Source: an optimization exercise on an open RTL-to-GDS flow (aim: small area, a short achievable clock period and few clock cycles per item). Production flows keep margins and buffers that such runs may drop.
Function was checked by simulation only, so behaviour that the tests miss may differ from the original.
No activity file was given, so power comes from the tool's default toggle rates.

==> design/flow/design.v <==
module aes_sbox (
    input  wire [7:0] a,
    output reg  [7:0] y
);
  always @(*) begin
    case (a)
      8'h00: y = 8'h63;
      8'h01: y = 8'h7c;
      8'h02: y = 8'h77;
      8'h03: y = 8'h7b;
      8'h04: y = 8'hf2;
      8'h05: y = 8'h6b;
      8'h06: y = 8'h6f;
      8'h07: y = 8'hc5;
      8'h08: y = 8'h30;
      8'h09: y = 8'h01;
      8'h0a: y = 8'h67;
      8'h0b: y = 8'h2b;
      8'h0c: y = 8'hfe;
      8'h0d: y = 8'hd7;
      8'h0e: y = 8'hab;
      8'h0f: y = 8'h76;
      8'h10: y = 8'hca;
      8'h11: y = 8'h82;
      8'h12: y = 8'hc9;
      8'h13: y = 8'h7d;
      8'h14: y = 8'hfa;
      8'h15: y = 8'h59;
      8'h16: y = 8'h47;
      8'h17: y = 8'hf0;
      8'h18: y = 8'had;
      8'h19: y = 8'hd4;
      8'h1a: y = 8'ha2;
      8'h1b: y = 8'haf;
      8'h1c: y = 8'h9c;
      8'h1d: y = 8'ha4;
      8'h1e: y = 8'h72;
      8'h1f: y = 8'hc0;
      8'h20: y = 8'hb7;
      8'h21: y = 8'hfd;
      8'h22: y = 8'h93;
      8'h23: y = 8'h26;
      8'h24: y = 8'h36;
      8'h25: y = 8'h3f;
      8'h26: y = 8'hf7;
      8'h27: y = 8'hcc;
      8'h28: y = 8'h34;
      8'h29: y = 8'ha5;
      8'h2a: y = 8'he5;
      8'h2b: y = 8'hf1;
      8'h2c: y = 8'h71;
      8'h2d: y = 8'hd8;
      8'h2e: y = 8'h31;
      8'h2f: y = 8'h15;
      8'h30: y = 8'h04;
      8'h31: y = 8'hc7;
      8'h32: y = 8'h23;
      8'h33: y = 8'hc3;
      8'h34: y = 8'h18;
      8'h35: y = 8'h96;
      8'h36: y = 8'h05;
      8'h37: y = 8'h9a;
      8'h38: y = 8'h07;
      8'h39: y = 8'h12;
      8'h3a: y = 8'h80;
      8'h3b: y = 8'he2;
      8'h3c: y = 8'heb;
      8'h3d: y = 8'h27;
      8'h3e: y = 8'hb2;
      8'h3f: y = 8'h75;
      8'h40: y = 8'h09;
      8'h41: y = 8'h83;
      8'h42: y = 8'h2c;
      8'h43: y = 8'h1a;
      8'h44: y = 8'h1b;
      8'h45: y = 8'h6e;
      8'h46: y = 8'h5a;
      8'h47: y = 8'ha0;
      8'h48: y = 8'h52;
      8'h49: y = 8'h3b;
      8'h4a: y = 8'hd6;
      8'h4b: y = 8'hb3;
      8'h4c: y = 8'h29;
      8'h4d: y = 8'he3;
      8'h4e: y = 8'h2f;
      8'h4f: y = 8'h84;
      8'h50: y = 8'h53;
      8'h51: y = 8'hd1;
      8'h52: y = 8'h00;
      8'h53: y = 8'hed;
      8'h54: y = 8'h20;
      8'h55: y = 8'hfc;
      8'h56: y = 8'hb1;
      8'h57: y = 8'h5b;
      8'h58: y = 8'h6a;
      8'h59: y = 8'hcb;
      8'h5a: y = 8'hbe;
      8'h5b: y = 8'h39;
      8'h5c: y = 8'h4a;
      8'h5d: y = 8'h4c;
      8'h5e: y = 8'h58;
      8'h5f: y = 8'hcf;
      8'h60: y = 8'hd0;
      8'h61: y = 8'hef;
      8'h62: y = 8'haa;
      8'h63: y = 8'hfb;
      8'h64: y = 8'h43;
      8'h65: y = 8'h4d;
      8'h66: y = 8'h33;
      8'h67: y = 8'h85;
      8'h68: y = 8'h45;
      8'h69: y = 8'hf9;
      8'h6a: y = 8'h02;
      8'h6b: y = 8'h7f;
      8'h6c: y = 8'h50;
      8'h6d: y = 8'h3c;
      8'h6e: y = 8'h9f;
      8'h6f: y = 8'ha8;
      8'h70: y = 8'h51;
      8'h71: y = 8'ha3;
      8'h72: y = 8'h40;
      8'h73: y = 8'h8f;
      8'h74: y = 8'h92;
      8'h75: y = 8'h9d;
      8'h76: y = 8'h38;
      8'h77: y = 8'hf5;
      8'h78: y = 8'hbc;
      8'h79: y = 8'hb6;
      8'h7a: y = 8'hda;
      8'h7b: y = 8'h21;
      8'h7c: y = 8'h10;
      8'h7d: y = 8'hff;
      8'h7e: y = 8'hf3;
      8'h7f: y = 8'hd2;
      8'h80: y = 8'hcd;
      8'h81: y = 8'h0c;
      8'h82: y = 8'h13;
      8'h83: y = 8'hec;
      8'h84: y = 8'h5f;
      8'h85: y = 8'h97;
      8'h86: y = 8'h44;
      8'h87: y = 8'h17;
      8'h88: y = 8'hc4;
      8'h89: y = 8'ha7;
      8'h8a: y = 8'h7e;
      8'h8b: y = 8'h3d;
      8'h8c: y = 8'h64;
      8'h8d: y = 8'h5d;
      8'h8e: y = 8'h19;
      8'h8f: y = 8'h73;
      8'h90: y = 8'h60;
      8'h91: y = 8'h81;
      8'h92: y = 8'h4f;
      8'h93: y = 8'hdc;
      8'h94: y = 8'h22;
      8'h95: y = 8'h2a;
      8'h96: y = 8'h90;
      8'h97: y = 8'h88;
      8'h98: y = 8'h46;
      8'h99: y = 8'hee;
      8'h9a: y = 8'hb8;
      8'h9b: y = 8'h14;
      8'h9c: y = 8'hde;
      8'h9d: y = 8'h5e;
      8'h9e: y = 8'h0b;
      8'h9f: y = 8'hdb;
      8'ha0: y = 8'he0;
      8'ha1: y = 8'h32;
      8'ha2: y = 8'h3a;
      8'ha3: y = 8'h0a;
      8'ha4: y = 8'h49;
      8'ha5: y = 8'h06;
      8'ha6: y = 8'h24;
      8'ha7: y = 8'h5c;
      8'ha8: y = 8'hc2;
      8'ha9: y = 8'hd3;
      8'haa: y = 8'hac;
      8'hab: y = 8'h62;
      8'hac: y = 8'h91;
      8'had: y = 8'h95;
      8'hae: y = 8'he4;
      8'haf: y = 8'h79;
      8'hb0: y = 8'he7;
      8'hb1: y = 8'hc8;
      8'hb2: y = 8'h37;
      8'hb3: y = 8'h6d;
      8'hb4: y = 8'h8d;
      8'hb5: y = 8'hd5;
      8'hb6: y = 8'h4e;
      8'hb7: y = 8'ha9;
      8'hb8: y = 8'h6c;
      8'hb9: y = 8'h56;
      8'hba: y = 8'hf4;
      8'hbb: y = 8'hea;
      8'hbc: y = 8'h65;
      8'hbd: y = 8'h7a;
      8'hbe: y = 8'hae;
      8'hbf: y = 8'h08;
      8'hc0: y = 8'hba;
      8'hc1: y = 8'h78;
      8'hc2: y = 8'h25;
      8'hc3: y = 8'h2e;
      8'hc4: y = 8'h1c;
      8'hc5: y = 8'ha6;
      8'hc6: y = 8'hb4;
      8'hc7: y = 8'hc6;
      8'hc8: y = 8'he8;
      8'hc9: y = 8'hdd;
      8'hca: y = 8'h74;
      8'hcb: y = 8'h1f;
      8'hcc: y = 8'h4b;
      8'hcd: y = 8'hbd;
      8'hce: y = 8'h8b;
      8'hcf: y = 8'h8a;
      8'hd0: y = 8'h70;
      8'hd1: y = 8'h3e;
      8'hd2: y = 8'hb5;
      8'hd3: y = 8'h66;
      8'hd4: y = 8'h48;
      8'hd5: y = 8'h03;
      8'hd6: y = 8'hf6;
      8'hd7: y = 8'h0e;
      8'hd8: y = 8'h61;
      8'hd9: y = 8'h35;
      8'hda: y = 8'h57;
      8'hdb: y = 8'hb9;
      8'hdc: y = 8'h86;
      8'hdd: y = 8'hc1;
      8'hde: y = 8'h1d;
      8'hdf: y = 8'h9e;
      8'he0: y = 8'he1;
      8'he1: y = 8'hf8;
      8'he2: y = 8'h98;
      8'he3: y = 8'h11;
      8'he4: y = 8'h69;
      8'he5: y = 8'hd9;
      8'he6: y = 8'h8e;
      8'he7: y = 8'h94;
      8'he8: y = 8'h9b;
      8'he9: y = 8'h1e;
      8'hea: y = 8'h87;
      8'heb: y = 8'he9;
      8'hec: y = 8'hce;
      8'hed: y = 8'h55;
      8'hee: y = 8'h28;
      8'hef: y = 8'hdf;
      8'hf0: y = 8'h8c;
      8'hf1: y = 8'ha1;
      8'hf2: y = 8'h89;
      8'hf3: y = 8'h0d;
      8'hf4: y = 8'hbf;
      8'hf5: y = 8'he6;
      8'hf6: y = 8'h42;
      8'hf7: y = 8'h68;
      8'hf8: y = 8'h41;
      8'hf9: y = 8'h99;
      8'hfa: y = 8'h2d;
      8'hfb: y = 8'h0f;
      8'hfc: y = 8'hb0;
      8'hfd: y = 8'h54;
      8'hfe: y = 8'hbb;
      8'hff: y = 8'h16;
      default: y = 8'h00;
    endcase
  end
endmodule
module aes128_ctr (
    input  wire         clk,
    input  wire         rst,
    input  wire         cmd_valid,
    output wire         cmd_ready,
    input  wire [2:0]   cmd_op,
    input  wire [4:0]   cmd_len,
    input  wire [127:0] cmd_data,
    output reg          res_valid,
    output reg          res_err,
    output reg  [127:0] res_data
);
  localparam OP_KEYEXP = 3'd0;
  localparam OP_ENCB   = 3'd1;
  localparam OP_SETCTR = 3'd2;
  localparam OP_CTRX   = 3'd3;
  localparam OP_CLR    = 3'd4;
  localparam MODE_KEY = 2'd0;
  localparam MODE_ENC = 2'd1;
  localparam MODE_CTR = 2'd2;
  reg [127:0] rk [0:10];    
  reg         kvalid;
  reg [127:0] ctr;
  reg         busy;
  reg [1:0]   mode;
  reg [3:0]   round;
  reg [127:0] st;           
  reg [127:0] data_q;       
  reg [4:0]   len_q;        
  assign cmd_ready = ~busy;
  wire accept = cmd_valid & ~busy;
  wire [127:0] rk_cur = rk[round];
  wire [127:0] sb;
  wire [127:0] sr;
  wire [127:0] mc;
  genvar i, c;
  generate
    for (i = 0; i < 16; i = i + 1) begin : g_sub
      aes_sbox u_sbox (.a(st[127-8*i -: 8]), .y(sb[127-8*i -: 8]));
    end
    for (i = 0; i < 16; i = i + 1) begin : g_shift
      assign sr[127-8*i -: 8] = sb[127-8*((i % 4) + 4*(((i / 4) + (i % 4)) % 4)) -: 8];
    end
    for (c = 0; c < 4; c = c + 1) begin : g_mix
      wire [7:0] a0 = sr[127-8*(4*c+0) -: 8];
      wire [7:0] a1 = sr[127-8*(4*c+1) -: 8];
      wire [7:0] a2 = sr[127-8*(4*c+2) -: 8];
      wire [7:0] a3 = sr[127-8*(4*c+3) -: 8];
      wire [7:0] d0 = {a0[6:0], 1'b0} ^ (a0[7] ? 8'h1b : 8'h00);
      wire [7:0] d1 = {a1[6:0], 1'b0} ^ (a1[7] ? 8'h1b : 8'h00);
      wire [7:0] d2 = {a2[6:0], 1'b0} ^ (a2[7] ? 8'h1b : 8'h00);
      wire [7:0] d3 = {a3[6:0], 1'b0} ^ (a3[7] ? 8'h1b : 8'h00);
      assign mc[127-8*(4*c+0) -: 8] = d0 ^ (d1 ^ a1) ^ a2 ^ a3;
      assign mc[127-8*(4*c+1) -: 8] = a0 ^ d1 ^ (d2 ^ a2) ^ a3;
      assign mc[127-8*(4*c+2) -: 8] = a0 ^ a1 ^ d2 ^ (d3 ^ a3);
      assign mc[127-8*(4*c+3) -: 8] = (d0 ^ a0) ^ a1 ^ a2 ^ d3;
    end
  endgenerate
  wire         last_round = (round == 4'd10);
  wire [127:0] round_out  = (last_round ? sr : mc) ^ rk_cur;
  wire [127:0] rk_prev = rk[round - 4'd1];
  wire [31:0]  w3 = rk_prev[31:0];
  wire [31:0]  rot = {w3[23:0], w3[31:24]};
  wire [31:0]  sub;
  reg  [7:0]   rcon;
  generate
    for (i = 0; i < 4; i = i + 1) begin : g_ksub
      aes_sbox u_sbox (.a(rot[31-8*i -: 8]), .y(sub[31-8*i -: 8]));
    end
  endgenerate
  always @(*) begin
    case (round)
      4'd1:    rcon = 8'h01;
      4'd2:    rcon = 8'h02;
      4'd3:    rcon = 8'h04;
      4'd4:    rcon = 8'h08;
      4'd5:    rcon = 8'h10;
      4'd6:    rcon = 8'h20;
      4'd7:    rcon = 8'h40;
      4'd8:    rcon = 8'h80;
      4'd9:    rcon = 8'h1b;
      4'd10:   rcon = 8'h36;
      default: rcon = 8'h00;
    endcase
  end
  wire [31:0]  t  = sub ^ {rcon, 24'h000000};
  wire [31:0]  n0 = rk_prev[127:96] ^ t;
  wire [31:0]  n1 = rk_prev[95:64]  ^ n0;
  wire [31:0]  n2 = rk_prev[63:32]  ^ n1;
  wire [31:0]  n3 = rk_prev[31:0]   ^ n2;
  wire [127:0] rk_next = {n0, n1, n2, n3};
  reg [127:0] len_mask;
  integer b;
  always @(*) begin
    for (b = 0; b < 16; b = b + 1)
      len_mask[127-8*b -: 8] = (b < len_q) ? 8'hff : 8'h00;
  end
  always @(posedge clk) begin
    if (rst) begin
      busy      <= 1'b0;
      kvalid    <= 1'b0;
      ctr       <= 128'd0;
      res_valid <= 1'b0;
      round     <= 4'd0;
      mode      <= MODE_KEY;
    end else begin
      res_valid <= 1'b0;
      if (accept) begin
        res_err  <= 1'b0;
        res_data <= 128'd0;
        case (cmd_op)
          OP_KEYEXP: begin
            rk[0] <= cmd_data;
            mode  <= MODE_KEY;
            round <= 4'd1;
            busy  <= 1'b1;
          end
          OP_ENCB: begin
            if (!kvalid) begin
              res_valid <= 1'b1;
              res_err   <= 1'b1;
            end else begin
              st    <= cmd_data ^ rk[0];
              mode  <= MODE_ENC;
              round <= 4'd1;
              busy  <= 1'b1;
            end
          end
          OP_SETCTR: begin
            ctr       <= cmd_data;
            res_valid <= 1'b1;
          end
          OP_CTRX: begin
            if (!kvalid || cmd_len > 5'd16) begin
              res_valid <= 1'b1;
              res_err   <= 1'b1;
            end else if (cmd_len == 5'd0) begin
              res_valid <= 1'b1;
            end else begin
              st     <= ctr ^ rk[0];
              data_q <= cmd_data;
              len_q  <= cmd_len;
              mode   <= MODE_CTR;
              round  <= 4'd1;
              busy   <= 1'b1;
            end
          end
          OP_CLR: begin
            kvalid    <= 1'b0;
            ctr       <= 128'd0;
            res_valid <= 1'b1;
          end
          default: begin
            res_valid <= 1'b1;
            res_err   <= 1'b1;
          end
        endcase
      end else if (busy) begin
        if (mode == MODE_KEY) begin
          rk[round] <= rk_next;
          if (last_round) begin
            kvalid    <= 1'b1;
            busy      <= 1'b0;
            res_valid <= 1'b1;
          end else begin
            round <= round + 4'd1;
          end
        end else begin
          st <= round_out;
          if (last_round) begin
            busy      <= 1'b0;
            res_valid <= 1'b1;
            if (mode == MODE_CTR) begin
              res_data <= (round_out ^ data_q) & len_mask;
              ctr      <= ctr + 128'd1;
            end else begin
              res_data <= round_out;
            end
          end else begin
            round <= round + 4'd1;
          end
        end
      end
    end
  end
endmodule
==> design/flow/run.sh <==
#!/bin/bash
# synth_recipe.tcl (not shown) runs the flow's synth.tcl, then flattens the netlist and writes it again
# the make line also repeats each setting of config.mk as NAME=value (left out here)
make -C /OpenROAD-flow-scripts/flow DESIGN_CONFIG=/design/flow/config.mk WORK_HOME=/design/flow/orfs CLKGATE_MAP_FILE= SYNTH_SCRIPT=/design/flow/synth_recipe.tcl finish
==> design/flow/config.mk <==
export PLATFORM = sky130hd
export DESIGN_NAME = aes128_ctr
export DESIGN_NICKNAME = aes128_ctr
export VERILOG_FILES = /design/flow/design.v
export SDC_FILE = /design/flow/constraint.sdc
export NUM_CORES = 8
export LEC_CHECK = 0
export CAP_MARGIN = 20
export CORE_MARGIN = 2
export CORE_UTILIZATION = 25
export PLACE_DENSITY = 0.4
export SLEW_MARGIN = 20
==> design/flow/constraint.sdc <==
create_clock -name core_clock -period 10.0 [get_ports {clk}]
set_input_delay 2.0000 -clock core_clock [delete_from_list [all_inputs] [get_ports {clk}]]
set_output_delay 2.0000 -clock core_clock [all_outputs]
set_load 0.01 [all_outputs]
==> impl_results.md <==
- Status: timing/DRC/antenna clean
- Post_cts resized: 0
- Final ANT Viol Nets: 0
- Clock latency on the worst-skew pair: 1.04 ns
- Post-DP HPWL: 699 mm
- Crit path max-delay family: compound AO/OA/AOI/OAI gates
- Number of global-route vias before repair: 162000
- Cell count after placement: 27600
- Final Hold Fails: 0
- Synth top area cells: edfxtp_1, mux4_2, nand2_1
- Fmax: 113 MHz
- Mux cell area share after synthesis: 0.117
- Max clock buf depth: 4
- Synth cell types: 132
- Row cnt: 303
- TritonCTS clock tree: built
- Critical Path Slowest Stage Cell: mux2i_1
- First-pass GRT wire length: 1360 mm
- Gate power share: 0.605
- Die footprint: 0.690 mm2
- Hold_buf cts: 0
- Net Sw Power: 28.9 mW
- HP Class: reg -> reg
- Post-synth top area cell: edfxtp_1
- Clock Power Share: 0.187
- Pleak: 63.4 nW
- DR vias/cell: 6.22
- Adder-cell share of the synthesized area: 0.0162
- Port bufs: 269
- CP Class: reg -> reg
- Commonest non-fill, non-tap cell in the layout: nand2_1
- Final wirelength: 989 mm
- Min Hold Slack: 0.514 ns
- All-layer global routing usage: 0.271
- Sw frac: 0.520
- XOR/XNOR share of the synthesized area: 0.0613
- Min Tclk post-route: 8.84 ns
- Root Buffer: clkbuf_16
- Initial drt markers: 28100
- Synthesis Warnings: 2
- Tcrit/Tclk final: 0.884
- Yosys reg bits: 2075
- Worst setup SP type: flop
- Main synth FF type: edfxtp_1
- Largest family of logic cells by synthesized area: compound AO/OA/AOI/OAI gates
- CORE AREA: 0.681 mm2
- Fin cells: 28100
- Initial Util: 0.251
- DRC errors left: 0
- Mapped Cells: 19300
- Hold wc startpoint: ctr[126]$_SDFFE_PP0P_
- Post-Synth Simple-Gate Area: 0.152
- Crit-path most repeated cell: o21ai_1
- Die height: 831 um
- Ports: 270
- Largest net degree at the start of global routing: 108
- Worst Tran Pin Value: 1.28 ns
- Crit path buf inv count: 4
- Number of flops mapped to enable cells by yosys: 1798
- Max-Cap Viols: 0
- Number of detailed-route iterations in the first pass: 7
- Die X-Extent: 831 um
- Slew Viols, Final: 0
- R2R Setup Slk: 1.16 ns
- Synth Area in Compound Gates: 0.250
- Nets: 19200
- Synth async-reset ratio: 0
- Final setup violating endpoints: 0
- Fillcell total: 72400
- R2R Path Start: round[0]$_SDFFE_PP0N_
- Synth top area share: 0.316
- Mapped Nets: 19600
- Routability cong.: 0.995
- Total gr overflow: 0
- Routed vias: 175000
- Multi-input gate area: 0.103 mm2
- Routed WL per cell: 35.2 um
- FF/Latch Area: 0.0596 mm2
- Initial antenna violation count: 73
- Clk slew on worst S/H paths: 0.08 ns
- Layout cells sized above 1: 0.128
- Area delta synth->final: 13.6%
- Worst path max stage delay: 0.93 ns
- VDD IR max: 0.196 mV
- Sequential element share of the synthesized area: 0.349
- Worst relative slew slack: 0.142
- CP endpoint kind: flop
- Num CTS Buffers: 267
- Synth Cell Area: 0.171 mm2
- RSZ-0062 raised after global routing: false
- H-tree lvl count: 5
- CP Cell Sequence: inv_2 -> ha_4 -> inv_6 -> nand3_1 -> and4_1 -> a21boi_4 -> ha_1 -> o21ai_1 -> o21ai_1 -> a22oi_1 -> a22oi_1 -> o311ai_0 -> mux2i_1 -> buf_4 -> xor2_1 -> buf_4 -> xor3_1 -> xnor2_1 -> o21ai_1
- CP arrival: 9.40 ns
- Critical path required time: 10.56 ns
- Seq pwr share: 0.208
- Max FO, Critical Path: 36
- Overall power: 55.6 mW
- Clk sinks: 2075
- Syn_area_per_cell: 8.87 um2
- Post-CTS setup buffer count: 0
- Internal: 26.7 mW
- Pwr dens: 286 mW/mm2
- Layout Skew: 0.120 ns
- Worst setup path startpoint: round[0]$_SDFFE_PP0N_
- Most frequent cells in the layout: nand2_1, nor2_1, edfxtp_1
power by group through the flow:
stage / Combinational [mW] / Clock (mW) / Sequential [mW]
2_1_floorplan: 17.2 / 0 / 11.1
3_3_place_gp: 33.3 / 0 / 11.8
3_5_place_dp: 33.0 / 0 / 11.8
4_1_cts: 33.1 / 10.6 / 11.6
5_1_grt: 34.7 / 10.8 / 11.6
6_report: 33.6 / 10.4 / 11.6
cells in the mapped netlist (111+ instances only):
cell type	count
a311oi_1	190
nor2_1	1859
o311ai_0	155
mux4_2	528
ha_1	221
o21ai_1	111
nand2_1	2405
inv_1	111
a21oi_1	1759
nor3_1	513
xnor3_1	111
mux2_2	205
xor2_1	281
o211ai_1	395
clkbuf_1	870
nand3_1	535
buf_1	212
o221ai_1	149
mux2i_1	559
a2111oi_0	114
o21ai_0	1593
edfxtp_1	1798
nand4_1	125
a211oi_1	365
o31ai_1	125
buf_2	642
dfxtp_1	277
a31oi_1	445
a221oi_1	197
xnor2_1	509
o22ai_1	204
kinds of logic after synthesis:
family / count (synthesis)
AO/OA/AOI/OAI: 6651
XOR/XNOR: 949
adder cells (fa/ha/maj): 221
buffers and inverters: 2033
flip-flops: 2075
multiplexers: 1308
AND/OR/NAND/NOR: 6019
layer usage:
layer,share of wire,vias to the layer above,GRT usage
met5,0.00026,-,0
met4,0.054,32,0.120
met3,0.093,1965,0.0510
met2,0.44,11400,0.420
met1,0.41,88200,0.368
li1,-,73100,-
cell type report:
type                    count  share of cell area
clock buffers             348              0.0379
clock inverters           138             0.00897
flip-flops and latches   2075               0.307
well taps                8997              0.0580
diodes                     37            0.000477
repair buffers           1202              0.0530
multi-input cells       15100               0.532
inverters                 148             0.00293
flip-flops by register name, summed over array words and instances (netlist names), named ones only:
name,count
data_q,128
mode,2
st,128
res_valid,1
len_q,5
rcon,8
g_mix.a2,32
g_mix.a3,32
res_err,1
round,4
g_mix.a1,32
rk,1408
g_mix.a0,32
kvalid,1
busy,1
res_data,128
ctr,128
worst reg2reg max path, delay by kind of cell, from the launching register on:
kind / cells / cell delay (ns)
flip-flops: 1 / 0.78
AO/OA/AOI/OAI: 7 / 2.31
buffers and inverters: 4 / 1.15
multiplexers: 1 / 0.93
adder cells (fa/ha/maj): 2 / 1.29
AND/OR/NAND/NOR: 2 / 0.53
XOR/XNOR: 3 / 1.41
per-stage QoR:
stage / setup TNS [ns] / instance area [um2] / utilization / setup slack [ns]
after floorplan: -79.88 / 171000 / - / -0.624
after global placement: 0 / 185000 / 0.271 / 1.07
after detailed placement: 0 / 185000 / 0.271 / 1.21
after CTS: 0 / 194000 / 0.285 / 1.14
after global routing: 0 / 194000 / 0.285 / 1.09
final: 0 / 194000 / 0.285 / 1.16
worst paths after layout:
check	endpoint	depth (start not counted)
setup / recovery	rk[7][13]$_DFFE_PP_	19
hold / removal	ctr[126]$_SDFFE_PP0P_	2
setup reg to reg	rk[7][13]$_DFFE_PP_	19
hold reg to reg	ctr[126]$_SDFFE_PP0P_	2
Testbench counts, summed over its fixed seeds: cycles 10,248, blocks 896.

==> what the ideal ports hide <==
The flow's constraints put no driver on any port. The routed layout listed below was extracted and timed again, unchanged, in two steps. Step 1 (the two cells are an assumption about what drives the block):
set clk [get_ports {clk}]
set_driving_cell -lib_cell sky130_fd_sc_hd__clkbuf_16 $clk
set_driving_cell -lib_cell sky130_fd_sc_hd__buf_2 [delete_from_list [all_inputs] $clk]
Step 2 adds t to the input delays and takes it off the output delays; t is the mean of the earliest and latest rising clock arrival at the registers after step 1. Input paths then give back, and output paths get back, about the clock's delay inside the block. Slacks: no drivers / after step 1 / after step 2; pairs: no drivers / after step 1.
shift t [ns]: 1.103
setup WS [ns]: 1.158 / 1.158 / 1.002
worst setup path after step 2: input to register
cell pins on the clock port's net: 1
After both steps setup and hold are still met in this run. The setup slack of this run moves by 0.000 ns with the drivers and by -0.156 ns with both steps.
